What follows belongs to an exercise in optimizing a design on an open flow for small area and few clock cycles per item; a production flow would make more cautious choices.
Only simulation tests tie the RTL to the original design; equivalence was not proved.
No activity file was given, so power comes from the tool's default toggle rates.

==> design.v <==
module bbe_getput (
    input  wire        clk,
    input  wire        rst,
    input  wire        in_valid,
    output wire        in_ready,
    input  wire        in_op,       
    input  wire [6:0]  in_n,        
    input  wire [63:0] in_base,
    input  wire [63:0] in_len,
    input  wire [63:0] in_cap,
    input  wire [63:0] in_pos,
    input  wire [71:0] in_win,      
    input  wire [63:0] in_val,
    output wire        out_valid,
    output wire [1:0]  out_code,    
    output wire [63:0] out_x,
    output wire [63:0] out_base,
    output wire [63:0] out_len,
    output wire [63:0] out_cap,
    output wire [63:0] out_pos,
    output wire [71:0] out_wdata,
    output wire [8:0]  out_wmask    
);
    localparam [1:0] C_OK      = 2'd0;
    localparam [1:0] C_ILLEGAL = 2'd1;
    localparam [1:0] C_DESC    = 2'd2;
    localparam [1:0] C_BOUNDS  = 2'd3;
    localparam integer LO = 14;     
    localparam integer HI = 33 - LO;
    assign in_ready = 1'b1;
    function [33:0] rca;
        input [32:0] a, b;
        input        ci;
        input integer w;
        reg   [33:0] c;
        integer      k;
        begin
            rca = 34'd0;
            c = 34'd0;
            c[0] = ci;
            for (k = 0; k < 33; k = k + 1)
                if (k < w) begin
                    rca[k] = a[k] ^ b[k] ^ c[k];
                    c[k+1] = (a[k] & b[k]) | (a[k] & c[k]) | (b[k] & c[k]);
                end
            rca[33] = c[w];
        end
    endfunction
    function carry;
        input [63:0] g0, p0;
        input integer w;
        reg   [63:0] g, p;
        integer      i, k;
        begin
            g = g0;
            p = p0;
            for (k = 1; k < 64; k = k * 2)
                for (i = 0; i + k < 64; i = i + 2 * k)
                    if (i + k < w) begin
                        g[i] = g[i + k] | (p[i + k] & g[i]);
                        p[i] = p[i + k] & p[i];
                    end
            carry = g[0];
        end
    endfunction
    wire [2:0]  s        = in_pos[2:0];
    wire [6:0]  sn       = {4'd0, s} + in_n;       
    wire        illegal  = in_n[6] & (|in_n[5:0]);             
    wire        len_gt   = (|in_len[63:33]) |
                           carry({31'd0, in_len[32:0] & ~in_cap[32:0]},
                                 {31'd0, in_len[32:0] | ~in_cap[32:0]}, 33);
    wire [32:0] da       = in_base[32:0];
    wire [32:0] db       = in_cap[32:0];
    wire [33:0] dS       = {1'b1, da[32] ^ db[32], ~(da[31:0] ^ db[31:0])};
    wire [33:0] dC       = {da[32] & db[32], da[31:0] | db[31:0], 1'b0};
    wire        bc_big   = (|in_base[63:33]) | (|in_cap[63:33]) | dC[33] |
                           carry({31'd0, dS[32:0] & dC[32:0]},
                                 {31'd0, dS[32:0] | dC[32:0]}, 33);
    wire        desc_bad = len_gt | bc_big;
    wire [33:0] q_full   = {1'b0, in_pos[35:3]} + {30'd0, sn[6:3]};
    wire [32:0] q        = q_full[32:0];
    wire [34:0] bq       = {q_full, |sn[2:0]};
    wire [34:0] bl       = ~{1'b0, in_len[32:0], 1'b0};
    wire        bounds_bad = (|in_pos[63:36]) |
                             carry({29'd0, bq & bl}, {29'd0, bq | bl}, 35);
    wire [1:0]  code = illegal  ? C_ILLEGAL :
                       desc_bad ? C_DESC    :
                       bounds_bad ? C_BOUNDS : C_OK;
    wire        ok   = ~illegal & ~desc_bad & ~bounds_bad;
    wire [33:0] b_lo = rca(in_base[32:0], q, 1'b0, LO);
    wire [33:0] l_lo = rca(in_len[32:0], ~q, 1'b1, LO);
    wire [33:0] c_lo = rca(in_cap[32:0], ~q, 1'b1, LO);
    reg         r_valid;
    reg  [1:0]  r_code;
    reg         r_op;
    reg  [6:0]  r_sn;           
    reg  [63:0] r_base, r_len, r_cap, r_val;
    reg  [63:0] r_pos;          
    reg  [71:0] r_win;
    reg         r_bc, r_lc, r_cc;          
    always @(posedge clk) begin
        if (rst)
            r_valid <= 1'b0;
        else
            r_valid <= in_valid;
    end
    always @(posedge clk) begin
        r_code <= code;
        r_op   <= in_op;
        r_sn   <= ok ? sn : {4'd0, s};
        r_base <= {in_base[63:LO], ok ? b_lo[LO-1:0] : in_base[LO-1:0]};
        r_len  <= {in_len[63:LO],  ok ? l_lo[LO-1:0] : in_len[LO-1:0]};
        r_cap  <= {in_cap[63:LO],  ok ? c_lo[LO-1:0] : in_cap[LO-1:0]};
        r_pos  <= {in_pos[63:36], ok ? q[32:LO] : in_pos[35:3+LO], in_pos[2+LO:0]};
        r_win  <= in_win;
        r_val  <= in_val;
        r_bc   <= ok & b_lo[33];
        r_lc   <= ~ok | l_lo[33];
        r_cc   <= ~ok | c_lo[33];
    end
    wire        r_ok = (r_code == C_OK);
    wire [32:0] qg   = {{LO{1'b0}}, r_pos[35:3+LO] & {HI{r_ok}}};
    wire [33:0] b_hi = rca({{LO{1'b0}}, r_base[32:LO]}, qg, r_bc, HI);
    wire [33:0] l_hi = rca({{LO{1'b0}}, r_len[32:LO]}, ~qg, r_lc, HI);
    wire [33:0] c_hi = rca({{LO{1'b0}}, r_cap[32:LO]}, ~qg, r_cc, HI);
    assign out_valid = r_valid;
    assign out_code  = r_code;
    assign out_base  = {r_base[63:33], b_hi[HI-1:0], r_base[LO-1:0]};
    assign out_len   = {r_len[63:33],  l_hi[HI-1:0], r_len[LO-1:0]};
    assign out_cap   = {r_cap[63:33],  c_hi[HI-1:0], r_cap[LO-1:0]};
    assign out_pos   = {r_pos[63:36], r_pos[35:3] & {33{~r_ok}}, r_sn[2:0]};
    wire [2:0]  rs = r_pos[2:0];
    wire [6:0]  sh = 7'd72 - r_sn;                
    reg  [71:0] win_m;
    integer i;
    always @(*) begin
        win_m = r_win;
        for (i = 0; i < 7; i = i + 1)
            if (i < rs) win_m[71 - i] = 1'b0;
    end
    reg  [71:0] rev_val;
    always @(*) begin
        for (i = 0; i < 72; i = i + 1)
            rev_val[i] = (i >= 8) ? r_val[71 - i] : 1'b0;
    end
    wire [71:0] sh_in  = r_op ? rev_val : win_m;
    wire [71:0] sh_out = sh_in >> sh;
    assign out_x = sh_out[63:0] & {64{~r_op}};
    reg  [71:0] put_data;
    reg  [8:0]  put_mask;
    always @(*) begin
        for (i = 0; i < 72; i = i + 1)
            put_data[71 - i] = (r_op && (i < r_sn) && (i >= rs)) ? sh_out[i] : r_win[71 - i];
        put_mask[8] = r_op && (r_sn > {4'd0, rs});
        for (i = 1; i < 9; i = i + 1)
            put_mask[8 - i] = r_op && (8 * i < r_sn);
    end
    assign out_wdata = put_data;
    assign out_wmask = put_mask;
endmodule
==> flow/run.sh <==
#!/bin/bash
# The standard layout (the standard.sh: ORFS synthesis to final layout)
# with two changes:
#  - the port buffers that ORFS's global placement inserts are made from the
#    smallest buffer cell, sky130_fd_sc_hd__buf_1, in place of the default
#    clkdlybuf4s50_1; every input and output port still gets its own buffer;
#  - clock tree synthesis clusters up to 24 sinks per leaf buffer and inserts
#    no dummy loads.
set -euo pipefail
export BUFFER_PORTS_ARGS="-buffer_cell sky130_fd_sc_hd__buf_1"
export CTS_ARGS="-sink_clustering_enable -repair_clock_nets -dont_use_dummy_load -sink_clustering_size 30 -sink_clustering_max_diameter 120 -buf_list sky130_fd_sc_hd__clkbuf_16"
bash standard.sh > standard_make.log 2>&1
==> standard.sh <==
#!/bin/bash
# synth_recipe.tcl (not shown) runs the flow's synth.tcl, then flattens the netlist and writes it again
# the make line also repeats each setting of config.mk as NAME=value (left out here)
make -C /OpenROAD-flow-scripts/flow DESIGN_CONFIG=/design/flow/config.mk WORK_HOME=/design/flow/orfs CLKGATE_MAP_FILE= SYNTH_SCRIPT=/design/flow/synth_recipe.tcl "${@:-finish}"
==> config.mk <==
export PLATFORM = sky130hd
export DESIGN_NAME = bbe_getput
export DESIGN_NICKNAME = bbe_getput
export VERILOG_FILES = /design/flow/design.v
export SDC_FILE = /design/flow/constraint.sdc
export NUM_CORES = 4
export LEC_CHECK = 0
export CAP_MARGIN = 20
export CORE_MARGIN = 2
export CORE_UTILIZATION = 40
export SLEW_MARGIN = 20
==> constraint.sdc <==
create_clock -name core_clock -period 12.0 [get_ports {clk}]
set_input_delay 2.4000 -clock core_clock [delete_from_list [all_inputs] [get_ports {clk}]]
set_output_delay 2.4000 -clock core_clock [all_outputs]
set_load 0.01 [all_outputs]
==> results of run 1 <==
## per-stage QoR
step           std cells  setup WS, ns
6_report            3977         0.760
2_1_floorplan       2640          1.77
3_5_place_dp        3953          1.43
4_1_cts             3971         0.743
5_1_grt             3973         0.379
3_3_place_gp        3953          1.49
## final cells by class
class	instances	share of cell area (%)
clock buffers	18	1.68
multi-input cells	1717	49.1
repair buffers	837	12.2
flip-flops and latches	406	30.3
diodes	6	0.0559
well taps	773	3.60
inverters	220	3.08
## worst max-delay path, stage by stage, from the launching register on
cell and delay (ns):
dfxtp_1 0.41, nor2_4 0.08, nand2_1 0.16, fa_1 0.20, inv_1 0.05, fa_1 0.38
fa_1 0.39, fa_1 0.39, fa_1 0.39, fa_1 0.39, fa_1 0.45, fa_1 0.43
fa_1 0.46, fa_1 0.41, fa_1 0.44, fa_1 0.42, fa_1 0.39, fa_1 0.39
fa_1 0.39, fa_1 0.40, fa_1 0.39, fa_1 0.38, xor2_1 0.18, xnor2_1 0.13
buf_1 0.16
## metal layers
| layer | vias to the layer above | routed length (um) | global-route usage, % |
|---|---|---|---|
| li1 | 9951 | - | - |
| met1 | 10500 | 40100 | 40.3 |
| met2 | 1191 | 44900 | 48.8 |
| met3 | 166 | 9780 | 7.59 |
| met4 | 26 | 3050 | 9.19 |
| met5 | - | 159 | 0 |
## flip-flops by register name, indices dropped and copies added, names as in the netlist
| name | flops |
|---|---|
| r_win | 72 |
| r_base | 64 |
| r_cap | 64 |
| r_len | 64 |
| r_pos | 64 |
| r_val | 64 |
| r_sn | 7 |
| r_code | 2 |
| r_bc | 1 |
| r_cc | 1 |
| r_lc | 1 |
| r_op | 1 |
| r_valid | 1 |
## cells in the mapped netlist (all sizes together), types with 57 or more instances
master  instances  area, sq um
mux2           58          653
clkbuf         94          353
fa             95         1900
ha             74          926
inv           218          818
dfxtp         406         8130
nand2         277         1040
o21ai         177          886
mux2i          85          851
a21oi          75          375
buf           203         1430
nor2          218          818
mux4           57         1280
## path summary, 6_finish.rpt
path / startpoint / endpoint / slack [ns]
hold / removal: in_win[68] / r_win[68]$_DFF_P_ / 1.90
setup / recovery: r_code[1]$_SDFF_PP0_ / out_cap[32] / 0.76
## placed cells by master, fill, tap and decap left out, types with 29 or more instances in the layout
| cell type | instances |
|---|---|
| inv_1 | 217 |
| mux2i_1 | 85 |
| mux4_2 | 57 |
| xor2_1 | 29 |
| buf_1 | 806 |
| nor2_1 | 217 |
| nand2_1 | 277 |
| nor2b_1 | 56 |
| mux2_2 | 32 |
| a21oi_1 | 75 |
| fa_1 | 95 |
| o31ai_1 | 37 |
| nor4_1 | 41 |
| ha_1 | 73 |
| and2_1 | 29 |
| o21ai_0 | 155 |
| dfxtp_1 | 404 |
| nand3_1 | 30 |
| nor3_1 | 50 |
| buf_4 | 30 |
## logic make-up (layout without fill, tap and decap cells)
kind of cell    count (synthesis)  count (layout)  synth area share, %
flops                         406             406                 34.2
other cells                     1               7               0.0158
mux                           200             200                 11.7
simple gates                  787             787                 15.4
compound gates                477             477                 12.7
xor+xnor                       64              64                 2.36
buf+inv                       517            1075                 11.0
fa+ha+maj                     188             188                 12.7
## power breakdown
part           switching [uW]  internal [uW]
Clock                     450            272
Combinational             591            316
Sequential               42.5           1420
Total                    1080           2010
==> results.txt, run 1 <==
status no timing/DRC/antenna violations; Leak Pwr 0.0109 uW; Worst-Margin Slew 1.18 ns; first-pass GRT wire length 137000 um; initial core utilization 40.4%; CP Max Fanout 8; I/O Pins 808; shortest period the worst path allows 11.24 ns; worst min path class primary input to flop; RD Place Congestion 1.03; post-route cell area 0.0268 sq mm; GRT Util Overall 30.4%; post-DP HPWL 80400 um; Area growth syn-to-layout 12.8%; dpl cell area 0.0264 sq mm; Max Cap Violations 0; mapped cell area 0.0238 sq mm; H-tree depth 1; Setup TNS 0 ns; kind of end point of the critical path output port; final setup fails 0; number of buffers created by CTS 18; die width 248 um; Final Max Slew Viols 0; Fmax achieved 89.0 MHz; Slew headroom 20.4%; Worst Hold Path Cells 1; CTS tree done; Iteration-0 DRC Markers 1891; Primary FF master, synth dfxtp_1; Critical Path RT 9.60 ns; routed vias 21800; vias in the first global route 20600; largest net degree at the start of global routing 70; average wire per standard cell 24.6 um; register area share after synthesis 34.2%; initial antenna violation count 19; P per Cell Area 115 mW/mm^2; worst vdd ir 0.146 mV; synthesized instance count 2640; # nets final 3772; Hold Slack 1.90 ns; CORE AREA 0.0589 sq mm; Fin. Hold Viols 0; fin util 45.6%; Critical Path Source Type flop; Yosys Warn Count 1; unrepaired setup endpoints after global routing no; TritonRoute pass-1 iters 6; Avg Inst Size Synth 9.01 sq um; hold buffers post-CTS 0; Seq cells post-synth 406; fraction of registers with async set/reset 0%; Final Cycle Share 93.7%; CTS sink cnt 406; crit path kind flop to output port; Routed Wire Length 98000 um; die height 248 um; Max Buffers Root-to-Sink 3; count of cell types in the netlist 79; Reg area 0.00814 sq mm; Via density 5.49; post-cts resize count 0; total power 3090 uW; Antenna Nets Post-Route 0; layout cells sized above 1 5.50%; Post-synth EDFFs 0; grt ovf 0; Die Area 0.0614 sq mm; number of remaining DRC errors 0; Port Buffers 806; Mapped Nets 3212; area occupied by multi-input gates 0.0132 sq mm; cell row count 89; Clock Root Buffer clkbuf_16; post-CTS setup buffers 0; WP data arrival 8.84 ns; Worst-path clk slew 0.13 ns; fill count 5997
Testbench counts, summed over its fixed seeds: cycles 24,000, items 24,000.
==> inputs of run 2 (changes only) <==
--- a/flow/run.sh
+++ b/flow/run.sh
@@ -8,5 +8,5 @@
 #    no dummy loads.
 set -euo pipefail
 export BUFFER_PORTS_ARGS="-buffer_cell sky130_fd_sc_hd__buf_1"
-export CTS_ARGS="-sink_clustering_enable -repair_clock_nets -dont_use_dummy_load -sink_clustering_size 30 -sink_clustering_max_diameter 120 -buf_list sky130_fd_sc_hd__clkbuf_16"
+export CTS_ARGS="-sink_clustering_enable -repair_clock_nets -dont_use_dummy_load -sink_clustering_size 16 -sink_clustering_max_diameter 100 -buf_list sky130_fd_sc_hd__clkbuf_8"
 bash standard.sh > standard_make.log 2>&1
--- a/config.mk
+++ b/config.mk
@@ -7,5 +7,5 @@
 export LEC_CHECK = 0
 export CAP_MARGIN = 20
 export CORE_MARGIN = 2
-export CORE_UTILIZATION = 40
+export CORE_UTILIZATION = 55
 export SLEW_MARGIN = 20
==> run 2 against run 1 <==
- synthesized area did not move
- the flow now stops in I/O pin placement (3_2_place_iop)
- synthesized cell count did not move
==> results.txt, run 2 <==
most common cell in the netlist dfxtp_1; Mapped Nets 3212; post-synth top area cell dfxtp_1; count of cell types in the netlist 79; Synth top area share 34.2%; synth cell count leaders dfxtp_1, nand2_1, inv_1, nor2_1, buf_4; Yosys Warn Count 1; status did not finish; die width 212 um; register area share after synthesis 34.2%; initial core utilization 55.5%; Error [ERROR PPL-0024] Number of IO pins (808) exceeds maximum number of available positions (762). Increase the die perimeter from 847.78um to 1098.88um.; Avg Inst Size Synth 9.01 sq um; fraction of registers with async set/reset 0%; cell row count 76; Seq cells post-synth 406; die height 212 um; Fail Step I/O pin placement (3_2_place_iop); Post-synth EDFFs 0; synthesized instance count 2640; mapped cell area 0.0238 sq mm; top post-synthesis cells by area dfxtp_1, fa_1, mux4_2, buf_4, nand2_1; Primary FF master, synth dfxtp_1
## run 2: cell counts after synthesis
No cell type changed its count.
## run 2: logic make-up after synthesis
kind of cell	after synthesis	share of synthesized area, %
buf+inv	517	11.0
xor+xnor	64	2.36
fa+ha+maj	188	12.7
simple gates	787	15.4
other cells	1	0.0158
mux	200	11.7
compound gates	477	12.7
flops	406	34.2
==> inputs of run 3 (changes only) <==
--- a/flow/run.sh
+++ b/flow/run.sh
@@ -8,5 +8,5 @@
 #    no dummy loads.
 set -euo pipefail
 export BUFFER_PORTS_ARGS="-buffer_cell sky130_fd_sc_hd__buf_1"
-export CTS_ARGS="-sink_clustering_enable -repair_clock_nets -dont_use_dummy_load -sink_clustering_size 16 -sink_clustering_max_diameter 100 -buf_list sky130_fd_sc_hd__clkbuf_8"
+export CTS_ARGS="-sink_clustering_enable -repair_clock_nets -dont_use_dummy_load -sink_clustering_size 24 -sink_clustering_max_diameter 60 -buf_list sky130_fd_sc_hd__clkbuf_16"
 bash standard.sh > standard_make.log 2>&1
--- a/config.mk
+++ b/config.mk
@@ -7,5 +7,5 @@
 export LEC_CHECK = 0
 export CAP_MARGIN = 20
 export CORE_MARGIN = 2
-export CORE_UTILIZATION = 55
+export CORE_UTILIZATION = 40
 export SLEW_MARGIN = 20
==> run 3 against run 2 <==
- now clean on timing, DRC and antenna
- synthesized cell count unchanged
- synthesized area unchanged
==> results.txt, run 3 <==
Setup TNS 0 ns; TritonRoute pass-1 iters 6; Final Max Slew Viols 0; Seq cells post-synth 406; total power 3440 uW; average wire per standard cell 24.6 um; CP Max Fanout 8; post-synth top area cell dfxtp_1; initial core utilization 40.4%; synth cell count leaders dfxtp_1, nand2_1, inv_1, nor2_1, buf_4; Mapped Nets 3212; layout cells sized above 1 6.12%; synthesized instance count 2640; Critical Path Source Type flop; die width 248 um; post-CTS setup buffers 0; unrepaired setup endpoints after global routing no; Avg Inst Size Synth 9.01 sq um; mapped cell area 0.0238 sq mm; Fin. Hold Viols 0; Clock Root Buffer clkbuf_16; Post-synth EDFFs 0; number of flip-flops in the largest register 72; Synth Area in Adders 12.7%; hold buffers post-CTS 0; number of remaining DRC errors 0; Simple-Gate Fraction of Synth Area 15.4%; P per Cell Area 126 mW/mm^2; cell row count 89; CP most frequent cell fa_1; Iteration-0 DRC Markers 1859; count of cell types in the netlist 79; first-pass GRT wire length 138000 um; Top Family by Delay on Critical Path adder cells; Most flops, register r_win; Routed Wire Length 98500 um; Max Buffers Root-to-Sink 3; Yosys Warn Count 1; grt ovf 0; top post-synthesis cells by area dfxtp_1, fa_1, mux4_2, buf_4, nand2_1; Antenna Nets Post-Route 0; I/O Pins 808; number of buffers created by CTS 39; worst min path class primary input to flop; status no timing/DRC/antenna violations; slowest cell delay on critical path 0.46 ns; CTS tree done; Fmax achieved 89.2 MHz; Hold Startpoint in_val[7]; most common cell in the netlist dfxtp_1; fraction of registers with async set/reset 0%; RD Place Congestion 1.03; vias in the first global route 20800; routed vias 22200; fill count 5947; Leak Pwr 0.0112 uW; hold endpoint r_val[7]$_DFF_P_; Die Area 0.0614 sq mm; Worst Hold Path Cells 1; Slew headroom 18.2%; Via density 5.55; WP data arrival 8.81 ns; leading cell type in the layout, fill and taps excluded buf_1; final setup fails 0; Critical Path RT 9.60 ns; H-tree depth 2; shortest period the worst path allows 11.21 ns; GRT Util Overall 30.6%; Port Buffers 806; xor-xnor portion of the synthesized cell area 2.36%; die height 248 um; Worst path slowest cell fa_1; Final Cycle Share 93.4%; fin util 46.5%; initial antenna violation count 19; CP bufs+invs 2; CORE AREA 0.0589 sq mm; Worst-path clk slew 0.08 ns; Area growth syn-to-layout 15.1%; Synth top area share 34.2%; # nets final 3793; post-DP HPWL 80400 um; kind of end point of the critical path output port; main combinational cell family by area after synthesis simple AND/OR/NAND/NOR gates; Max Cap Violations 0; register area share after synthesis 34.2%; most frequent cells in the layout buf_1, dfxtp_1, nand2_1; compound-gate portion of the synthesized area 12.7%; crit path kind flop to output port; largest net degree at the start of global routing 70; mux cell area share after synthesis 11.7%; crit-path cells nor2_4 -> nand2_1 -> fa_1 -> inv_1 -> fa_1 -> fa_1 -> fa_1 -> fa_1 -> fa_1 -> fa_1 -> fa_1 -> fa_1 -> fa_1 -> fa_1 -> fa_1 -> fa_1 -> fa_1 -> fa_1 -> fa_1 -> fa_1 -> fa_1 -> xor2_1 -> xnor2_1 -> buf_1; post-cts resize count 0; worst vdd ir 0.130 mV; CTS sink cnt 406; Worst-Margin Slew 1.21 ns; Primary FF master, synth dfxtp_1
-- run 3: worst max path at each step --
| stage | start | to | cells after the start |
|---|---|---|---|
| floorplan | r_code[1]$_SDFF_PP0_ | out_base[32] | 24 |
| detailed placement | r_code[1]$_SDFF_PP0_ | out_cap[32] | 24 |
| CTS | r_code[1]$_SDFF_PP0_ | out_cap[32] | 24 |
| global route | r_code[1]$_SDFF_PP0_ | out_cap[32] | 24 |
| finish | r_code[1]$_SDFF_PP0_ | out_cap[32] | 24 |
| global placement | r_code[1]$_SDFF_PP0_ | out_base[32] | 24 |
-- run 3: layer usage --
metal / GRT usage, % / routed length [um]
met5: 0 / 130
met4: 11.0 / 3540
met3: 7.95 / 10200
met2: 48.5 / 44600
met1: 40.3 / 40000
-- run 3: kinds of logic after synthesis --
family	after synthesis
adders and majority gates	188
buffers and inverters	517
DFF	406
and+or+nand+nor	787
muxes	200
xor gates and xnor gates	64
other	1
AOI/OAI and AO/OA	477
-- run 3: where the power goes --
| group | switching, uW | total, uW | internal, uW |
|---|---|---|---|
| logic | 591 | 907 | 316 |
| registers | 42.4 | 1460 | 1420 |
| clock network | 504 | 1070 | 570 |
-- run 3: layout make-up --
cell class / count / area, sq um / share of cell area (%)
inverter: 220 / 826 / 3.02
tap: 773 / 967 / 3.53
sequential: 406 / 8140 / 29.7
multi-input combinational: 1717 / 13200 / 48.2
timing repair buffer: 837 / 3260 / 11.9
clock buffer: 39 / 976 / 3.57
antenna: 7 / 17.5 / 0.0640
-- run 3: per-stage QoR --
step	hold WS [ns]	setup WS (ns)	area, sq um	cells
2_1_floorplan	2.43	1.77	23800	2640
3_3_place_gp	2.49	1.49	26400	3953
3_5_place_dp	2.49	1.43	26400	3953
4_1_cts	1.85	0.807	27300	3992
5_1_grt	1.86	0.435	27400	3996
6_report	1.89	0.789	27400	3999
==> inputs of run 4 (changes only) <==
==> flow/run.sh (replaced) <==
#!/bin/bash
# The standard layout (standard.sh: ORFS synthesis to final layout) with
# three changes, all in how the layout is made:
#  1. Synthesis is ORFS's synthesis exactly as synth_recipe.tcl runs it, except
#     that the ABC technology-mapping step uses flow/abc_area.script, an
#     area-oriented mapping script (delay relaxed, more area-recovery rounds),
#     in place of ORFS's abc_speed.script. Registers are mapped before ABC
#     runs, so they are the standard synthesis's registers.
#  2. The port buffers that ORFS's global placement inserts are made from the
#     smallest buffer cell, sky130_fd_sc_hd__buf_1, in place of the default
#     clkdlybuf4s50_1; every input and output port still gets its own buffer.
#  3. Clock tree synthesis clusters up to 26 sinks per leaf buffer and
#     inserts no dummy loads.
# Each tool's output goes to a log in this folder (and ORFS's own logs under
# orfs/logs).
set -euo pipefail
here=$(pwd)

# synthesis script: ORFS's synth.tcl with the ABC script replaced
sed 's|^  log_cmd abc {\*}\$abc_args$|  log_cmd abc {*}[lreplace $abc_args 1 1 '"$here"'/flow/abc_area.script]|' \
    "$FLOW_HOME/scripts/synth.tcl" > "$here/synth_area.tcl"
grep -q 'flow/abc_area.script' "$here/synth_area.tcl"
sed 's|\$::env(SCRIPTS_DIR)/synth.tcl|'"$here"'/synth_area.tcl|' \
    "$here/synth_recipe.tcl" > "$here/synth_recipe_area.tcl"
grep -q 'synth_area.tcl' "$here/synth_recipe_area.tcl"
sed 's|SYNTH_SCRIPT=[^ ]*synth_recipe.tcl|SYNTH_SCRIPT='"$here"'/synth_recipe_area.tcl|' \
    "$here/standard.sh" > "$here/standard_area.sh"
grep -q 'synth_recipe_area.tcl' "$here/standard_area.sh"

export BUFFER_PORTS_ARGS="-buffer_cell sky130_fd_sc_hd__buf_1"
export CTS_ARGS="-sink_clustering_enable -repair_clock_nets -dont_use_dummy_load -sink_clustering_size 26 -sink_clustering_max_diameter 100 -buf_list sky130_fd_sc_hd__clkbuf_16"
bash "$here/standard_area.sh" > "$here/standard_make.log" 2>&1
==> flow/abc_area.script (new file) <==
&get -n
&st
&dc2
&syn2
&dch -f
&nf -R 1000 -C 32 -F 8 -A 4
&put
topo
stime -c
==> run 4 against run 3 <==
- still clean
- combinational power shrank 3.9%
- clock-buffer cell count fell by 18
- worst hold slack better by 0.013 ns
- global-route usage grew 6.8 points
- critical path depth unchanged
- routed wire length increased by 11%
- cell count shrank 2.4%
- flip-flop and latch count is the same
- die area shrank 8.3%
- largest power group unchanged
==> results.txt, run 4 <==
status no timing/DRC/antenna violations; Die Area 0.0563 sq mm; CTS sink cnt 406; grt met2 use 61.5%; Via density 5.53; Clock Root Buffer clkbuf_16; worst vdd ir 0.118 mV; Slew headroom 23.0%; synth cell count leaders dfxtp_1, nor2_1, a21oi_1; Final Cycle Share 95.2%; Fmax achieved 87.5 MHz; # nets final 3775; RD Place Congestion 1.08; cell row count 85; Critical Path RT 9.60 ns; first-pass GRT wire length 151000 um; Most Crowded Layer GR met2; register area share after synthesis 37.3%; CP most frequent cell fa_1; Final Max Slew Viols 0; Max Buffers Root-to-Sink 3; kind of end point of the critical path output port; Primary FF master, synth dfxtp_1; post-CTS setup buffers 0; final setup fails 0; synthesized instance count 2504; unrepaired setup endpoints after global routing no; Synth top area share 37.3%; Yosys Warn Count 1; H-tree depth 1; die width 237 um; hold buffers post-CTS 0; worst min path class primary input to flop; most common cell in the netlist dfxtp_1; area occupied by multi-input gates 0.0117 sq mm; TritonRoute pass-1 iters 8; Worst-path clk slew 0.11 ns; cell-internal power 2010 uW; grt ovf 0; Comb power frac 28.1%; Max Cap Violations 0; number of buffers created by CTS 21; mapped cell area 0.0218 sq mm; post-DP HPWL 92800 um; fin cells 3904; post-synth top area cell dfxtp_1; most frequent cells in the layout buf_1, dfxtp_1, nor2_1; Clock Power Share 24.6%; slowest cell delay on critical path 0.53 ns; Critical Path Source Type flop; leading cell type in the layout, fill and taps excluded buf_1; number of remaining DRC errors 0; die height 237 um; I/O Pins 808; GR Util met1 46.8%; Leak Pwr 0.00984 uW; Setup TNS 0 ns; Avg Inst Size Synth 8.70 sq um; post-cts resize count 0; placed cells 3876; number of flip-flops in the largest register 72; Top Family by Delay on Critical Path adder cells; Worst path slowest cell fa_1; fin util 47.1%; shortest period the worst path allows 11.43 ns; largest net degree at the start of global routing 71; vias in the first global route 21300; Post-synth EDFFs 0; crit path kind flop to output port; top post-synthesis cells by area dfxtp_1, fa_1, a21oi_1, nor2_1, buf_4; GRT Util Overall 37.4%; WP data arrival 9.03 ns; Routed Wire Length 110000 um; Most flops, register r_win; routed vias 21600; Iteration-0 DRC Markers 2160; initial antenna violation count 18; Area growth syn-to-layout 16.4%; CP Max Fanout 18; fraction of registers with async set/reset 0%; met3 GRT Util 9.35%; count of cell types in the netlist 59; Switching Share 35.2%; initial core utilization 40.5%; crit-path cells nor2_4 -> nand2_1 -> fa_1 -> clkinv_1 -> fa_1 -> fa_1 -> fa_1 -> fa_1 -> fa_1 -> fa_1 -> fa_1 -> fa_1 -> fa_1 -> fa_1 -> fa_1 -> fa_1 -> fa_1 -> fa_1 -> fa_1 -> fa_1 -> fa_1 -> xor2_1 -> xnor2_1 -> buf_1; Mapped Nets 3076; Seq cells post-synth 406; CORE AREA 0.0538 sq mm; sequential fraction of design power 47.3%; fill count 5521; Reg area 0.00813 sq mm; CP bufs+invs 2; P_sw 1090 uW; CTS tree done; Port Buffers 806; P per Cell Area 122 mW/mm^2; Fin. Hold Viols 0; Antenna Nets Post-Route 0; layout cells sized above 1 2.28%; Worst-Margin Slew 1.15 ns; average wire per standard cell 28.1 um
## run 4: cell count changes after synthesis, sizes merged, moves of 43 or more
cell	previous run	this run
nor3	53	10
clkbuf	94	0
mux4	57	0
nor2	218	337
inv	218	0
clkinv	2	206
nand2	277	227
a21oi	75	258
## run 4: worst paths after layout
| path | from | endpoint | depth (start not counted) | slack (ns) |
|---|---|---|---|---|
| hold / removal | in_win[58] | r_win[58]$_DFF_P_ | 1 | 1.90 |
| setup / recovery | r_code[0]$_SDFF_PP1_ | out_len[32] | 24 | 0.57 |
## run 4: cell type report
cell class	instances	share of cell area [%]
clock buffer	21	2.07
timing repair buffer	843	13.0
antenna	7	0.0691
tap	696	3.43
multi-input combinational	1725	46.3
inverter	206	3.05
sequential	406	32.1
## run 4: power groups by stage
stage | combinational (uW) | sequential, uW | clock, uW
after floorplan | 499 | 1480 | 0
after global placement | 855 | 1500 | 0
after detailed placement | 855 | 1500 | 0
after CTS | 861 | 1470 | 774
after global routing | 936 | 1470 | 822
final | 872 | 1470 | 762
## run 4: kinds of logic (layout without fill, tap and decap cells)
family	Yosys count	in the layout	synth area share, %
and+or+nand+nor	752	752	15.0
AOI/OAI and AO/OA	614	614	16.7
DFF	406	406	37.3
buffers and inverters	373	1070	9.31
adders and majority gates	171	171	13.1
muxes	135	135	6.49
xor gates and xnor gates	52	52	2.09
other	1	8	0.0172
## run 4: metal layers
metal | part of all wire (%) | up-vias | wire length (um)
met5 | 0.090 | - | 99
met4 | 4.9 | 16 | 5340
met3 | 8.8 | 205 | 9630
met2 | 46 | 1033 | 50700
met1 | 40 | 10500 | 43800
li1 | - | 9835 | -
## run 4: metrics by stage
step / setup slack (ns) / area (sq um) / hold WS, ns / power, uW
global placement: 1.30 / 24800 / 2.50 / 2350
CTS: 0.573 / 25300 / 1.88 / 3100
finish: 0.571 / 25400 / 1.90 / 3100
global route: 0.259 / 25400 / 1.89 / 3230
detailed placement: 1.21 / 24800 / 2.49 / 2350
floorplan: 0.961 / 21800 / 2.43 / 1970
==> inputs of run 5 (changes only) <==
--- a/design.v
+++ b/design.v
@@ -71,11 +71,21 @@
                                  {31'd0, in_len[32:0] | ~in_cap[32:0]}, 33);
     wire [32:0] da       = in_base[32:0];
     wire [32:0] db       = in_cap[32:0];
-    wire [33:0] dS       = {1'b1, da[32] ^ db[32], ~(da[31:0] ^ db[31:0])};
     wire [33:0] dC       = {da[32] & db[32], da[31:0] | db[31:0], 1'b0};
+    reg  [32:0] dg, dp;
+    integer     b;
+    always @(*) begin
+        for (b = 0; b < 33; b = b + 1)
+            if (b < 32) begin
+                dg[b] = (da[b] & db[b] & dC[b]) | (~da[b] & ~db[b] & dC[b]);
+                dp[b] = ((da[b] & db[b]) | dC[b]) | (~da[b] & ~db[b]);
+            end else begin
+                dg[b] = (da[b] & ~db[b] & dC[b]) | (~da[b] & db[b] & dC[b]);
+                dp[b] = ((da[b] & ~db[b]) | dC[b]) | (~da[b] & db[b]);
+            end
+    end
     wire        bc_big   = (|in_base[63:33]) | (|in_cap[63:33]) | dC[33] |
-                           carry({31'd0, dS[32:0] & dC[32:0]},
-                                 {31'd0, dS[32:0] | dC[32:0]}, 33);
+                           carry({31'd0, dg}, {31'd0, dp}, 33);
     wire        desc_bad = len_gt | bc_big;
     wire [33:0] q_full   = {1'b0, in_pos[35:3]} + {30'd0, sn[6:3]};
     wire [32:0] q        = q_full[32:0];
--- a/config.mk
+++ b/config.mk
@@ -8,4 +8,6 @@
 export CAP_MARGIN = 20
 export CORE_MARGIN = 2
 export CORE_UTILIZATION = 40
+export GPL_ROUTABILITY_DRIVEN = 0
+export GPL_TIMING_DRIVEN = 0
 export SLEW_MARGIN = 20
==> run 5 against run 4 <==
- still clean
- utilization increased by 2.7 points
- clock power increased by 9.2%
- global-route usage decreased by 3.0 points
- setup slack got worse by 0.24 ns
- die area decreased by 0.20%
- first-iteration DRC count increased by 18%
- clock-buffer cell count increased by 4
- critical path type unchanged
- critical endpoint is now out_base[32]
- highest routed layer unchanged
==> results.txt, run 5 <==
Synth top area share 37.4%; hold endpoint r_win[64]$_DFF_P_; Top Family by Delay on Critical Path adder cells; post-CTS setup buffers 0; Iteration-0 DRC Markers 2543; TritonRoute pass-1 iters 7; Worst path slowest cell fa_1; total power 3170 uW; vias in the first global route 21600; CTS sink cnt 406; Slew headroom 15.0%; first-pass GRT wire length 142000 um; # nets final 3907; Avg Inst Size Synth 8.65 sq um; Final Max Slew Viols 0; die height 237 um; Clock Root Buffer clkbuf_16; Final Cycle Share 97.3%; number of buffers created by CTS 25; layout cells sized above 1 6.95%; Die Area 0.0562 sq mm; count of cell types in the netlist 59; post-DP HPWL 85100 um; worst vdd ir 0.108 mV; unrepaired setup endpoints after global routing no; synth cell count leaders dfxtp_1, nor2_1, nand2_1; fraction of registers with async set/reset 0%; fill count 5363; shortest period the worst path allows 11.67 ns; Fin. Hold Viols 0; number of remaining DRC errors 0; final setup fails 0; CP Max Fanout 38; Mapped Nets 3052; crit-path cells nor2_4 -> buf_12 -> and2_0 -> fa_1 -> fa_1 -> fa_1 -> fa_1 -> fa_1 -> fa_1 -> fa_1 -> fa_1 -> fa_1 -> fa_1 -> fa_1 -> fa_1 -> fa_1 -> fa_1 -> fa_1 -> fa_1 -> fa_1 -> xor2_1 -> xnor2_1 -> buf_1; Port Buffers 806; CP most frequent cell fa_1; Critical Path Source Type flop; post-synth top area cell dfxtp_1; P per Cell Area 118 mW/mm^2; most common cell in the netlist dfxtp_1; Seq cells post-synth 406; Via density 5.53; I/O Pins 808; Max Buffers Root-to-Sink 3; register area share after synthesis 37.4%; die width 237 um; Leak Pwr 0.0105 uW; Yosys Warn Count 1; status no timing/DRC/antenna violations; Primary FF master, synth dfxtp_1; cell row count 85; Max Cap Violations 0; leading cell type in the layout, fill and taps excluded buf_1; top post-synthesis cells by area dfxtp_1, fa_1, buf_4, nor2_1, a21oi_1; WP data arrival 9.27 ns; Critical Path RT 9.60 ns; crit path kind flop to output port; Worst-path clk slew 0.10 ns; largest net degree at the start of global routing 87; routed vias 22500; area occupied by multi-input gates 0.0118 sq mm; H-tree depth 1; initial antenna violation count 25; Worst-Margin Slew 1.28 ns; CTS tree done; Area growth syn-to-layout 23.3%; initial core utilization 40.4%; Most flops, register r_win; Antenna Nets Post-Route 0; GRT Util Overall 34.4%; CP bufs+invs 2; Worst Hold Path Cells 1; most frequent cells in the layout buf_1, dfxtp_1, nor2_1; dpl cell area 0.0261 sq mm; average wire per standard cell 24.9 um; CORE AREA 0.0538 sq mm; slowest cell delay on critical path 0.51 ns; Reg area 0.00814 sq mm; Post-synth EDFFs 0; kind of end point of the critical path output port; Fmax achieved 85.7 MHz; Routed Wire Length 101000 um; Hold Startpoint in_win[64]; post-route cell area 0.0268 sq mm; grt ovf 0; mapped cell area 0.0217 sq mm; fin util 49.8%; synthesized instance count 2512; worst min path class primary input to flop; number of flip-flops in the largest register 72
==> run 5: cell count changes after synthesis, moves of 7 or more <==
| cell | before | now |
|---|---|---|
| a21oi_1 | 258 | 238 |
| a22oi_1 | 26 | 12 |
| and2_0 | 23 | 30 |
| clkinv_1 | 206 | 177 |
| ha_1 | 74 | 42 |
| nand2_1 | 227 | 251 |
| nor2_1 | 337 | 326 |
| o211ai_1 | 5 | 16 |
| o21ai_0 | 155 | 195 |
| xnor2_1 | 22 | 36 |
| xor2_1 | 30 | 41 |
==> run 5: layout make-up <==
type	instances	share of cell area [%]
multi-input combinational	1762	44.1
inverter	177	2.48
sequential	406	30.4
buffer	167	4.68
timing repair buffer	828	12.7
tap	696	3.25
clock buffer	25	2.33
antenna	11	0.103
==> run 5: repair_timing <==
item                                   in CTS  in global routing
setup endpoints to repair                   0                  1
endpoints found under the hold margin       0                  0
hold buffers                                0                  0
gates resized for setup                     0                  1
==> run 5: worst max-delay path by stage <==
| stage | startpoint | to | slack [ns] | depth (start not counted) |
|---|---|---|---|---|
| after floorplan | r_sn[0]$_DFF_P_ | out_wdata[63] | 1.25 | 10 |
| after global placement | r_sn[0]$_DFF_P_ | out_wdata[56] | -2.92 | 10 |
| after detailed placement | r_code[0]$_SDFF_PP1_ | out_base[32] | 0.86 | 25 |
| after CTS | r_code[0]$_SDFF_PP1_ | out_base[32] | 0.22 | 25 |
| after global routing | r_code[1]$_SDFF_PP0_ | out_base[32] | 0.07 | 23 |
| final | r_code[0]$_SDFF_PP1_ | out_base[32] | 0.33 | 23 |
==> run 5: stage by stage <==
| step | std cells | hold slack, ns | setup WS, ns | setup TNS [ns] |
|---|---|---|---|---|
| after floorplan | 2512 | 2.43 | 1.25 | 0 |
| after global placement | 4014 | 2.50 | -2.92 | -287.42 |
| after detailed placement | 4035 | 2.49 | 0.864 | 0 |
| after CTS | 4060 | 1.85 | 0.222 | 0 |
| after global routing | 4068 | 1.87 | 0.0675 | 0 |
| final | 4072 | 1.89 | 0.327 | 0 |
==> run 5: cell families (layout without fill, tap and decap cells) <==
family,Yosys count,in the layout,synth area share [%]
xor gates and xnor gates,77,77,3.10
adders and majority gates,142,142,11.4
and+or+nand+nor,763,763,15.2
DFF,406,406,37.4
buffers and inverters,344,1197,8.82
muxes,136,136,6.57
other,1,12,0.0173
AOI/OAI and AO/OA,643,643,17.5
==> run 5: routing by layer <==
layer,up-vias,global-route usage (%),routed length (um)
met5,-,0,167
met4,24,19.0,6690
met3,327,10.9,11100
met2,1359,56.2,46100
met1,10600,40.2,37100
li1,10200,-,-
==> run 5: report_power, final <==
part | total, uW | internal [uW] | switching (uW)
Clock | 832 | 368 | 464
Combinational | 882 | 310 | 572
Sequential | 1460 | 1420 | 41.2
Testbench counts of run 5, summed over its fixed seeds: cycles 24,000, items 24,000.
==> inputs of run 6 (changes only) <==
--- a/config.mk
+++ b/config.mk
@@ -8,6 +8,4 @@
 export CAP_MARGIN = 20
 export CORE_MARGIN = 2
 export CORE_UTILIZATION = 40
-export GPL_ROUTABILITY_DRIVEN = 0
-export GPL_TIMING_DRIVEN = 0
 export SLEW_MARGIN = 20
==> run 6 against run 5 <==
- clock-buffer cell count is 4 lower
- flip-flop and latch count stayed put
- synthesized cell count stayed put
- sequential share of layout area is 1.8 points higher
- largest power group unchanged
- synthesized area stayed put
- routed wire length is 8.7% higher
- largest cell class unchanged
==> results.txt, run 6 <==
CP Max Fanout 17; top post-synthesis cells by area dfxtp_1, fa_1, buf_4, nor2_1, a21oi_1; Max Buffers Root-to-Sink 3; Worst path slowest cell fa_1; Worst Hold Path Cells 1; layout cells sized above 1 2.21%; P per Cell Area 122 mW/mm^2; shortest period the worst path allows 11.28 ns; Routed Wire Length 110000 um; Fin. Hold Viols 0; post-DP HPWL 93000 um; total power 3090 uW; Fmax achieved 88.6 MHz; worst min path class primary input to flop; count of cell types in the netlist 59; H-tree depth 1; Worst-Margin Slew 1.24 ns; most common cell in the netlist dfxtp_1; Mapped Nets 3052; Post-synth EDFFs 0; status no timing/DRC/antenna violations; Iteration-0 DRC Markers 1951; Port Buffers 806; Seq cells post-synth 406; Antenna Nets Post-Route 0; # nets final 3753; crit-path cells nor2_4 -> nand2_1 -> fa_1 -> clkinv_1 -> fa_1 -> fa_1 -> fa_1 -> fa_1 -> fa_1 -> fa_1 -> fa_1 -> fa_1 -> fa_1 -> fa_1 -> fa_1 -> fa_1 -> fa_1 -> fa_1 -> fa_1 -> fa_1 -> fa_1 -> xor2_1 -> xnor2_1 -> buf_1; I/O Pins 808; Most flops, register r_win; mapped cell area 0.0217 sq mm; CORE AREA 0.0538 sq mm; unrepaired setup endpoints after global routing no; Primary FF master, synth dfxtp_1; CTS sink cnt 406; die width 237 um; number of buffers created by CTS 21; Setup TNS 0 ns; Slew headroom 16.8%; post-CTS setup buffers 0; hold buffers post-CTS 0; Final Cycle Share 94.0%; TritonRoute pass-1 iters 8; routed vias 22100; crit path kind flop to output port; RD Place Congestion 1.09; Leak Pwr 0.00969 uW; initial antenna violation count 15; Worst-path clk slew 0.11 ns; CP bufs+invs 2; Die Area 0.0562 sq mm; Area growth syn-to-layout 16.4%; post-synth top area cell dfxtp_1; Synth top area share 37.4%; final setup fails 0; Max Cap Violations 0; Top Family by Delay on Critical Path adder cells; number of flip-flops in the largest register 72; leading cell type in the layout, fill and taps excluded buf_1; synth cell count leaders dfxtp_1, nor2_1, nand2_1; cell row count 85; initial core utilization 40.4%; CP most frequent cell fa_1; synthesized instance count 2512; grt ovf 0; GRT Util Overall 37.6%; largest net degree at the start of global routing 92; average wire per standard cell 28.1 um; Critical Path Source Type flop; Clock Root Buffer clkbuf_16; Yosys Warn Count 1; Avg Inst Size Synth 8.65 sq um; most frequent cells in the layout buf_1, dfxtp_1, nor2_1; first-pass GRT wire length 152000 um; hold endpoint r_val[60]$_DFF_P_; WP data arrival 8.88 ns; register area share after synthesis 37.4%; vias in the first global route 21200; Final Max Slew Viols 0; Hold Startpoint in_val[60]; CTS tree done; Via density 5.64; Critical Path RT 9.60 ns; fraction of registers with async set/reset 0%; post-cts resize count 0; worst vdd ir 0.125 mV; die height 237 um; kind of end point of the critical path output port; slowest cell delay on critical path 0.42 ns; number of remaining DRC errors 0
-- run 6: through the flow --
stage / hold WS [ns] / std cells / util [%] / setup slack (ns) / area, sq um
after CTS: 1.87 / 3907 / 47.0 / 0.684 / 25300
final: 1.89 / 3914 / 47.0 / 0.719 / 25300
after global routing: 1.88 / 3912 / 47.0 / 0.410 / 25300
after global placement: 2.49 / 3886 / 46.0 / 1.44 / 24800
after floorplan: 2.43 / 2512 / - / 1.25 / 21700
after detailed placement: 2.49 / 3886 / 46.0 / 1.34 / 24800
-- run 6: worst max-delay path by stage --
| stage | cells after the start | endpoint | startpoint | slack (ns) |
|---|---|---|---|---|
| 4_1_cts | 24 | out_base[32] | r_code[1]$_SDFF_PP0_ | 0.68 |
| 6_report | 24 | out_base[32] | r_code[0]$_SDFF_PP1_ | 0.72 |
| 3_5_place_dp | 24 | out_base[32] | r_code[1]$_SDFF_PP0_ | 1.34 |
| 2_1_floorplan | 10 | out_wdata[63] | r_sn[0]$_DFF_P_ | 1.25 |
| 5_1_grt | 24 | out_cap[32] | r_code[1]$_SDFF_PP0_ | 0.41 |
| 3_3_place_gp | 24 | out_base[32] | r_code[0]$_SDFF_PP1_ | 1.44 |
-- run 6: metal layers --
| layer | vias to the layer above | share of wire, % | track usage [%] |
|---|---|---|---|
| met5 | - | 0.030 | 0 |
| li1 | 9914 | - | - |
| met4 | 6 | 4.5 | 14.2 |
| met2 | 1289 | 46 | 62.3 |
| met1 | 10600 | 40 | 48.4 |
| met3 | 223 | 8.9 | 7.71 |
-- run 6: layout make-up --
| class | count | area [sq um] |
|---|---|---|
| fill | 5430 | 28500 |
| clock buffer | 21 | 526 |
| tap | 696 | 871 |
| timing repair buffer | 845 | 3320 |
| antenna | 7 | 17.5 |
| inverter | 177 | 664 |
| sequential | 406 | 8130 |
| multi-input combinational | 1762 | 11800 |
-- run 6: cell families (layout without fill, tap and decap cells) --
kind of cell,Yosys count,in the layout,synth area share (%)
other,1,8,0.0173
flip-flops,406,406,37.4
AO/OA/AOI/OAI,643,643,17.5
adder cells (fa/ha/maj),142,142,11.4
buffers and inverters,344,1043,8.82
multiplexers,136,136,6.57
XOR/XNOR,77,77,3.10
AND/OR/NAND/NOR,763,763,15.2
-- run 6: power by group --
| part | switching (uW) | internal [uW] |
|---|---|---|
| Clock | 454 | 313 |
| Combinational | 589 | 272 |
| Sequential | 44.2 | 1420 |
| Total | 1090 | 2000 |
==> inputs of run 7 (changes only) <==
--- a/flow/run.sh
+++ b/flow/run.sh
@@ -3,7 +3,8 @@
 # three changes, all in how the layout is made:
 #  1. Synthesis is ORFS's synthesis exactly as synth_recipe.tcl runs it, except
 #     that the ABC technology-mapping step uses flow/abc_area.script, an
-#     area-oriented mapping script (delay relaxed, more area-recovery rounds),
+#     area-oriented mapping script (delay relaxed, two rounds of choice
+#     computation and mapping with more area-recovery rounds),
 #     in place of ORFS's abc_speed.script. Registers are mapped before ABC
 #     runs, so they are the standard synthesis's registers.
 #  2. The port buffers that ORFS's global placement inserts are made from the
==> flow/abc_area.script (replaced) <==
&get -n
&st
&dc2
&syn2
&dch -f
&nf -R 1000 -C 32 -F 8 -A 4
&st
&dch -f
&nf -R 1000 -C 32 -F 8 -A 4
&put
topo
stime -c
--- a/config.mk
+++ b/config.mk
@@ -8,4 +8,5 @@
 export CAP_MARGIN = 20
 export CORE_MARGIN = 2
 export CORE_UTILIZATION = 40
+export PLACE_DENSITY = 0.75
 export SLEW_MARGIN = 20
==> run 7 against run 6 <==
- final area hardly changed
- flip-flop and latch count did not move
- global-route usage down 1.4 points
- total power grew 0.62%
- synthesized area decreased by 0.38%
- sequential power about the same
- non-clock buffer count increased by 1
- routed wire length down 3.9%
- still clean on timing, DRC and antenna
==> results.txt, run 7 <==
Area growth syn-to-layout 16.9%; Yosys Warn Count 1; register area share after synthesis 37.5%; die width 237 um; routed vias 21600; post-cts resize count 0; Post-synth EDFFs 0; Comb power frac 27.7%; kind of end point of the critical path output port; post-DP HPWL 89100 um; final setup fails 0; number of remaining DRC errors 0; CORE AREA 0.0537 sq mm; Switching Share 34.7%; mapped cell area 0.0217 sq mm; worst vdd ir 0.141 mV; fill count 5527; initial core utilization 40.3%; Clock Power Share 25.5%; most common cell in the netlist dfxtp_1; first-pass GRT wire length 146000 um; Worst-path clk slew 0.10 ns; I/O Pins 808; CP most frequent cell fa_1; post-synth top area cell dfxtp_1; TritonRoute pass-1 iters 9; P per Cell Area 123 mW/mm^2; H-tree depth 1; Primary FF master, synth dfxtp_1; hold buffers post-CTS 0; top post-synthesis cells by area dfxtp_1, fa_1, buf_4, nor2_1, o21ai_0; Die Area 0.0560 sq mm; cell row count 85; Fin. Hold Viols 0; Seq cells post-synth 406; final setup margin 0.595 ns; initial antenna violation count 24; P_sw 1080 uW; slowest cell delay on critical path 0.43 ns; unrepaired setup endpoints after global routing no; pre-CTS setup slack 1.23 ns; crit-path cells nor2_4 -> nand2_1 -> fa_1 -> clkinv_1 -> fa_1 -> fa_1 -> fa_1 -> fa_1 -> fa_1 -> fa_1 -> fa_1 -> fa_1 -> fa_1 -> fa_1 -> fa_1 -> fa_1 -> fa_1 -> fa_1 -> fa_1 -> fa_1 -> fa_1 -> xor2_1 -> xnor2_1 -> buf_1; number of buffers created by CTS 23; grt ovf 0; layout cells sized above 1 2.39%; Fmax achieved 87.7 MHz; number of flip-flops in the largest register 72; Max Buffers Root-to-Sink 3; Worst-Margin Slew 1.21 ns; largest net degree at the start of global routing 85; Most flops, register r_win; Via density 5.50; Port Buffers 806; CTS tree done; worst min path class primary input to flop; status no timing/DRC/antenna violations; Slew headroom 18.6%; vias in the first global route 20500; Iteration-0 DRC Markers 1908; fraction of registers with async set/reset 0%; sequential fraction of design power 46.8%; Leak Pwr 0.00985 uW; crit path kind flop to output port; Critical Path Source Type flop; synth cell count leaders dfxtp_1, nor2_1, nand2_1; Setup TNS 0 ns; Clock Root Buffer clkbuf_16; average wire per standard cell 26.9 um; Top Family by Delay on Critical Path adder cells; Final Cycle Share 95.0%; Synth top area share 37.5%; WP data arrival 9.01 ns; leading cell type in the layout, fill and taps excluded buf_1; die height 237 um; post-CTS setup buffers 0; Mapped Nets 3064; most frequent cells in the layout buf_1, dfxtp_1, nor2_1; count of cell types in the netlist 64; RD Place Congestion 1.05; GRT Util Overall 36.2%; Critical Path RT 9.60 ns; Routed Wire Length 106000 um; synthesized instance count 2524; CP Max Fanout 12; CTS sink cnt 406; CP bufs+invs 2; shortest period the worst path allows 11.41 ns; Avg Inst Size Synth 8.58 sq um; Antenna Nets Post-Route 0; cell-internal power 2030 uW; Max Cap Violations 0; # nets final 3768; Final Max Slew Viols 0; Worst path slowest cell fa_1; Hold Slack 1.88 ns
-- run 7: changes by cell type after synthesis, moves of 12 or more --
cell / previous run / this run
a21oi_1: 238 / 187
a22oi_1: 12 / 25
nand2_1: 251 / 303
nor2_1: 326 / 311
o21ai_0: 195 / 228
o22ai_1: 32 / 20
mux2_1: 54 / 38
nor3_1: 15 / 28
-- run 7: layout make-up --
cell class	instances	area [sq um]	share of cell area (%)
Timing Repair Buffer	846	3330	13.1
Antenna cell	8	20.0	0.0791
Clock buffer	23	576	2.27
Tap cell	696	871	3.44
Multi-Input combinational cell	1773	11700	46.3
Inverter	178	668	2.64
Sequential cell	406	8130	32.1
-- run 7: path summary, 6_finish.rpt --
check / startpoint / endpoint / cells past startpoint
max: r_code[1]$_SDFF_PP0_ / out_base[32] / 24
min: in_win[67] / r_win[67]$_DFF_P_ / 1
-- run 7: logic make-up after synthesis --
kind of cell             after synthesis  synth area share (%)
AND/OR/NAND/NOR                      820                  16.3
XOR/XNOR                              73                  2.95
flip-flops                           406                  37.5
buffers and inverters                345                  8.88
AO/OA/AOI/OAI                        610                  16.7
multiplexers                         130                  6.23
other                                  1                0.0173
adder cells (fa/ha/maj)              139                  11.3
-- run 7: layer usage --
metal / global-route usage [%] / part of all wire, % / vias to the layer above
met2: 60.3 / 46 / 1190
li1: - / - / 9913
met4: 17.9 / 5.9 / 30
met5: 0 / 0.18 / -
met1: 43.8 / 38 / 10200
met3: 8.93 / 9.2 / 249
-- run 7: power groups by stage --
stage / logic (uW) / clock network (uW) / registers [uW]
after CTS: 845 / 810 / 1450
after floorplan: 489 / 0 / 1480
after global routing: 922 / 849 / 1460
after global placement: 837 / 0 / 1480
after detailed placement: 839 / 0 / 1490
final: 861 / 793 / 1460
-- run 7: through the flow --
step / utilization [%] / area, sq um / std cells / total power (uW)
after floorplan: - / 21700 / 2524 / 1970
after global placement: 46.0 / 24700 / 3897 / 2320
after CTS: 47.1 / 25300 / 3922 / 3110
after global routing: 47.1 / 25300 / 3927 / 3230
after detailed placement: 46.0 / 24700 / 3899 / 2320
final: 47.1 / 25300 / 3930 / 3110
==> inputs of run 8 (changes only) <==
--- a/config.mk
+++ b/config.mk
@@ -8,5 +8,4 @@
 export CAP_MARGIN = 20
 export CORE_MARGIN = 2
 export CORE_UTILIZATION = 40
-export PLACE_DENSITY = 0.75
 export SLEW_MARGIN = 20
==> run 8 against run 7 <==
- final area decreased by 0.52%
- sequential power about the same
- critical path type unchanged
- flip-flop and latch count stayed put
- synthesized cell count did not move
- combinational power up 2%
- clock-buffer cell count fell by 3
- critical endpoint unchanged
- sequential share of layout area is 0.17 points higher
==> results.txt, run 8 <==
Hold Slack 1.88 ns; number of flip-flops in the largest register 72; Critical Path Source Type flop; Worst-Margin Slew 1.16 ns; number of remaining DRC errors 0; Hold Startpoint in_win[68]; Slew headroom 21.7%; Avg Inst Size Synth 8.58 sq um; hold endpoint r_win[68]$_DFF_P_; Yosys Warn Count 1; hold buffers post-CTS 0; Seq cells post-synth 406; post-route cell area 0.0252 sq mm; post-cts resize count 0; Via density 5.62; CTS tree done; most common cell in the netlist dfxtp_1; vias in the first global route 21400; GRT Util Overall 38.8%; cell-internal power 1990 uW; die width 237 um; fraction of registers with async set/reset 0%; Critical Path RT 9.60 ns; kind of end point of the critical path output port; unrepaired setup endpoints after global routing no; die height 237 um; Synth top area share 37.5%; Clock Root Buffer clkbuf_16; H-tree depth 1; RD Place Congestion 1.07; worst min path class primary input to flop; number of buffers created by CTS 20; P per Cell Area 122 mW/mm^2; cell row count 85; initial antenna violation count 18; Worst-path clk slew 0.10 ns; mapped cell area 0.0217 sq mm; register area share after synthesis 37.5%; post-DP HPWL 96600 um; fill count 5450; shortest period the worst path allows 11.24 ns; layout cells sized above 1 2.11%; largest net degree at the start of global routing 72; count of cell types in the netlist 64; Setup TNS 0 ns; Final Cycle Share 93.6%; Post-synth EDFFs 0; routed vias 22000; Fmax achieved 89.0 MHz; CORE AREA 0.0537 sq mm; Most flops, register r_win; first-pass GRT wire length 156000 um; post-CTS setup buffers 0; status no timing/DRC/antenna violations; average wire per standard cell 28.9 um; # nets final 3758; synth cell count leaders dfxtp_1, nor2_1, nand2_1; final setup fails 0; Worst Hold Path Cells 1; WP data arrival 8.84 ns; leading cell type in the layout, fill and taps excluded buf_1; Final Max Slew Viols 0; synthesized instance count 2524; initial core utilization 40.3%; Mapped Nets 3064; Antenna Nets Post-Route 0; Port Buffers 806; post-synth top area cell dfxtp_1; CP Max Fanout 12; CTS sink cnt 406; Clock Power Share 24.2%; Area growth syn-to-layout 16.3%; Fin. Hold Viols 0; worst vdd ir 0.141 mV; Die Area 0.0560 sq mm; Routed Wire Length 113000 um; Iteration-0 DRC Markers 2049; crit path kind flop to output port; sequential fraction of design power 47.4%; dpl cell area 0.0247 sq mm; P_sw 1100 uW; Max Cap Violations 0; top post-synthesis cells by area dfxtp_1, fa_1, buf_4, nor2_1, o21ai_0; grt ovf 0; TritonRoute pass-1 iters 6; Primary FF master, synth dfxtp_1; most frequent cells in the layout buf_1, dfxtp_1, nor2_1; Leak Pwr 0.00978 uW; Max Buffers Root-to-Sink 3; Comb power frac 28.4%; Switching Share 35.6%; I/O Pins 808
run 8: cell types whose count changed in the layout (fill, tap and decap cells not counted):
| cell | previous run | this run |
|---|---|---|
| buf_4 | 40 | 33 |
| clkbuf_16 | 23 | 20 |
| diode_2 | 8 | 4 |
| o31ai_1 | 27 | 26 |
| o31ai_2 | 0 | 1 |
run 8: cell families (layout without fill, tap and decap cells):
family                   count (synthesis)  after routing  synth area share [%]
AO/OA/AOI/OAI                          610            610                  16.7
flip-flops                             406            406                  37.5
multiplexers                           130            130                  6.23
XOR/XNOR                                73             73                  2.95
other                                    1              5                0.0173
adder cells (fa/ha/maj)                139            139                  11.3
buffers and inverters                  345           1037                  8.88
AND/OR/NAND/NOR                        820            820                  16.3
run 8: stage by stage:
stage	std cells	total power [uW]	setup slack (ns)	util, %
finish	3916	3080	0.762	46.9
global route	3914	3200	0.375	46.9
CTS	3912	3080	0.719	46.8
detailed placement	3892	2350	1.32	45.9
global placement	3892	2350	1.45	45.9
floorplan	2524	1970	1.34	-
run 8: worst max path at each step:
stage	start	end
global placement	r_code[1]$_SDFF_PP0_	out_cap[32]
finish	r_code[0]$_SDFF_PP1_	out_base[32]
CTS	r_code[0]$_SDFF_PP1_	out_cap[32]
floorplan	r_sn[0]$_DFF_P_	out_wdata[61]
detailed placement	r_code[0]$_SDFF_PP1_	out_base[32]
global route	r_code[0]$_SDFF_PP1_	out_base[32]
run 8: layer usage:
metal / track usage, % / vias up / wire length [um]
met4: 14.3 / 20 / 4980
met2: 66.7 / 1072 / 54100
li1: - / 9876 / -
met1: 48.5 / 10800 / 46000
met5: 0 / - / 126
met3: 7.15 / 194 / 7890
run 8: layout make-up:
class                      instances  area [sq um]  area share [%]
antenna                            4          10.0          0.0398
clock buffer                      20           500            1.99
inverter                         178           668            2.65
multi-input combinational       1773         11700            46.6
sequential                       406          8130            32.3
tap                              696           871            3.46
timing repair buffer             839          3270            13.0
run 8: critical path: stages (launching register included):
cell and delay [ns]:
dfxtp_1 0.39, nor2_4 0.09, nand2_1 0.16, fa_1 0.21, clkinv_1 0.09, fa_1 0.39
fa_1 0.41, fa_1 0.40, fa_1 0.40, fa_1 0.39, fa_1 0.38, fa_1 0.38
fa_1 0.42, fa_1 0.39, fa_1 0.39, fa_1 0.40, fa_1 0.39, fa_1 0.41
fa_1 0.42, fa_1 0.41, fa_1 0.39, fa_1 0.38, xor2_1 0.18, xnor2_1 0.16
buf_1 0.21
run 8: power by group through the flow:
stage | Clock (uW) | Sequential [uW] | Combinational [uW]
after floorplan | 0 | 1480 | 489
after global placement | 0 | 1490 | 860
after detailed placement | 0 | 1490 | 857
after CTS | 755 | 1460 | 862
after global routing | 792 | 1470 | 937
final | 746 | 1460 | 875
==> inputs of run 9 (changes only) <==
--- a/config.mk
+++ b/config.mk
@@ -7,5 +7,5 @@
 export LEC_CHECK = 0
 export CAP_MARGIN = 20
 export CORE_MARGIN = 2
-export CORE_UTILIZATION = 40
+export CORE_UTILIZATION = 46
 export SLEW_MARGIN = 20
==> run 9 against run 8 <==
- the flow now stops in I/O pin placement (3_2_place_iop)
- synthesized area unchanged
- synthesized cell count stayed put
==> results.txt, run 9 <==
Synth top area share 37.5%; Primary FF master, synth dfxtp_1; synth cell count leaders dfxtp_1, nor2_1, nand2_1; fraction of registers with async set/reset 0%; status did not finish; Avg Inst Size Synth 8.58 sq um; Fail Step I/O pin placement (3_2_place_iop); post-synth top area cell dfxtp_1; Mapped Nets 3064; mapped cell area 0.0217 sq mm; cell row count 79; Error [ERROR PPL-0024] Number of IO pins (808) exceeds maximum number of available positions (794). Increase the die perimeter from 883.84um to 1098.88um.; initial core utilization 46.5%; die width 221 um; Yosys Warn Count 1; Post-synth EDFFs 0; Seq cells post-synth 406; synthesized instance count 2524; top post-synthesis cells by area dfxtp_1, fa_1, buf_4, nor2_1, o21ai_0; count of cell types in the netlist 64; register area share after synthesis 37.5%; die height 221 um; most common cell in the netlist dfxtp_1
## run 9: cell counts after synthesis
Identical to the previous run, type by type.
## run 9: logic make-up after synthesis
logic type	share of synthesized area [%]
adders and majority gates	11.3
buffers and inverters	8.88
other	0.0173
and+or+nand+nor	16.3
muxes	6.23
AOI/OAI and AO/OA	16.7
DFF	37.5
xor gates and xnor gates	2.95
==> inputs of run 10 (changes only) <==
--- a/flow/run.sh
+++ b/flow/run.sh
@@ -3,8 +3,7 @@
 # three changes, all in how the layout is made:
 #  1. Synthesis is ORFS's synthesis exactly as synth_recipe.tcl runs it, except
 #     that the ABC technology-mapping step uses flow/abc_area.script, an
-#     area-oriented mapping script (delay relaxed, two rounds of choice
-#     computation and mapping with more area-recovery rounds),
+#     area-oriented mapping script (delay relaxed, more area-recovery rounds),
 #     in place of ORFS's abc_speed.script. Registers are mapped before ABC
 #     runs, so they are the standard synthesis's registers.
 #  2. The port buffers that ORFS's global placement inserts are made from the
@@ -29,5 +28,5 @@
 grep -q 'synth_recipe_area.tcl' "$here/standard_area.sh"
 
 export BUFFER_PORTS_ARGS="-buffer_cell sky130_fd_sc_hd__buf_1"
-export CTS_ARGS="-sink_clustering_enable -repair_clock_nets -dont_use_dummy_load -sink_clustering_size 26 -sink_clustering_max_diameter 100 -buf_list sky130_fd_sc_hd__clkbuf_16"
+export CTS_ARGS="-sink_clustering_enable -repair_clock_nets -dont_use_dummy_load -sink_clustering_size 14 -sink_clustering_max_diameter 60 -buf_list {sky130_fd_sc_hd__clkbuf_8 sky130_fd_sc_hd__clkbuf_16}"
 bash "$here/standard_area.sh" > "$here/standard_make.log" 2>&1
==> flow/abc_area.script (replaced) <==
&get -n
&st
&dc2
&syn2
&dch -f
&nf -R 1000 -C 32 -F 8 -A 4
&put
topo
stime -c
--- a/config.mk
+++ b/config.mk
@@ -7,5 +7,5 @@
 export LEC_CHECK = 0
 export CAP_MARGIN = 20
 export CORE_MARGIN = 2
-export CORE_UTILIZATION = 46
+export CORE_UTILIZATION = 40
 export SLEW_MARGIN = 20
==> run 10 against run 9 <==
- the run now finishes clean
- synthesized area up 0.38%
- synthesized cell count down 0.48%
==> results.txt, run 10 <==
status no timing/DRC/antenna violations; TritonRoute pass-1 iters 7; Post-synth EDFFs 0; total power 3440 uW; Yosys Warn Count 1; Final Cycle Share 93.8%; RD Place Congestion 1.09; Critical Path Source Type flop; leading cell type in the layout, fill and taps excluded buf_1; number of flip-flops in the largest register 72; Fmax achieved 88.9 MHz; post-cts resize count 0; CP Max Fanout 17; fill count 5380; grt ovf 0; Setup TNS 0 ns; unrepaired setup endpoints after global routing no; worst min path class primary input to flop; largest net degree at the start of global routing 92; most frequent cells in the layout buf_1, dfxtp_1, nor2_1; Clock Root Buffer clkbuf_16; count of cell types in the netlist 59; average wire per standard cell 28.1 um; Worst-Margin Slew 1.16 ns; initial core utilization 40.4%; Iteration-0 DRC Markers 2120; number of remaining DRC errors 0; H-tree depth 2; Mapped Nets 3052; die height 237 um; Antenna Nets Post-Route 0; GRT Util Overall 37.9%; Final Max Slew Viols 0; Most flops, register r_win; post-synth top area cell dfxtp_1; post-DP HPWL 93000 um; fin util 48.0%; Area growth syn-to-layout 18.8%; WP data arrival 8.85 ns; die width 237 um; Via density 5.64; fraction of registers with async set/reset 0%; CORE AREA 0.0538 sq mm; top post-synthesis cells by area dfxtp_1, fa_1, buf_4, nor2_1, a21oi_1; crit path kind flop to output port; Slew headroom 21.9%; vias in the first global route 21400; Fin. Hold Viols 0; # nets final 3773; mapped cell area 0.0217 sq mm; kind of end point of the critical path output port; Max Cap Violations 0; CTS sink cnt 406; register area share after synthesis 37.4%; worst vdd ir 0.0994 mV; initial antenna violation count 17; Leak Pwr 0.00993 uW; Critical Path RT 9.60 ns; Avg Inst Size Synth 8.65 sq um; routed vias 22200; Routed Wire Length 110000 um; shortest period the worst path allows 11.25 ns; number of buffers created by CTS 41; synth cell count leaders dfxtp_1, nor2_1, nand2_1; cell row count 85; Worst-path clk slew 0.06 ns; P per Cell Area 133 mW/mm^2; Synth top area share 37.4%; Seq cells post-synth 406; most common cell in the netlist dfxtp_1; Primary FF master, synth dfxtp_1; layout cells sized above 1 2.82%; synthesized instance count 2512; hold buffers post-CTS 0; Die Area 0.0562 sq mm; I/O Pins 808; Port Buffers 806; Max Buffers Root-to-Sink 3; CTS tree done; final setup fails 0; first-pass GRT wire length 152000 um; post-CTS setup buffers 0
==> run 10: area by class of cell <==
class | count | area [sq um] | share of cell area [%]
tap | 696 | 871 | 3.37
clock buffer | 41 | 1030 | 3.97
antenna | 8 | 20.0 | 0.0776
sequential | 406 | 8130 | 31.5
timing repair buffer | 845 | 3320 | 12.9
multi-input combinational | 1762 | 11800 | 45.6
inverter | 177 | 664 | 2.57
==> run 10: cells by family (layout without fill, tap and decap cells) <==
group	count (synthesis)	after routing	share of synthesized area (%)
buffers and inverters	344	1063	8.82
AOI/OAI and AO/OA	643	643	17.5
DFF	406	406	37.4
and+or+nand+nor	763	763	15.2
adders and majority gates	142	142	11.4
muxes	136	136	6.57
xor gates and xnor gates	77	77	3.10
other	1	9	0.0173
==> run 10: path summary, 6_finish.rpt <==
check             cells after the start            startpoint           endpoint  slack (ns)
hold / removal                        1            in_win[67]  r_win[67]$_DFF_P_        1.90
setup / recovery                     24  r_code[0]$_SDFF_PP1_       out_base[32]        0.75
==> run 10: stage by stage <==
step	worst slack, ns	cell area, sq um	hold WS [ns]	std cells
6_report	0.748	25800	1.90	3935
5_1_grt	0.486	25800	1.89	3931
4_1_cts	0.702	25800	1.88	3927
3_5_place_dp	1.34	24800	2.49	3886
3_3_place_gp	1.44	24800	2.49	3886
2_1_floorplan	1.25	21700	2.43	2512
==> run 10: worst max-delay path: stages, from the launching register on <==
cell	delay (ns)
dfxtp_1	0.38
nor2_4	0.11
nand2_1	0.16
fa_1	0.22
clkinv_1	0.09
fa_1	0.40
fa_1	0.42
fa_1	0.42
fa_1	0.41
fa_1	0.41
fa_1	0.39
fa_1	0.40
fa_1	0.41
fa_1	0.40
fa_1	0.39
fa_1	0.39
fa_1	0.39
fa_1	0.39
fa_1	0.39
fa_1	0.39
fa_1	0.43
fa_1	0.40
xor2_1	0.19
xnor2_1	0.13
buf_1	0.17
==> run 10: where the power goes <==
group,switching (uW),internal (uW),total (uW),leakage (uW)
sequential,44.3,1420,1460,0.00342
clock,513,598,1110,0.000505
combinational,589,272,861,0.00601
total,1150,2290,3440,0.00993
==> run 10: metal layers <==
layer	wire length, um	vias up	track usage (%)
li1	-	9963	-
met1	43800	10700	47.9
met2	51500	1285	62.6
met3	10300	216	8.72
met4	4810	10	15.4
met5	56	-	0

Check on run 10: ideal ports give 0.748 ns setup slack; a clkbuf_16 on the clock port and buf_2 on the inputs give 0.682 ns; moving port delays by the midpoint clock arrival (0.629 ns) as well gives 1.311 ns.
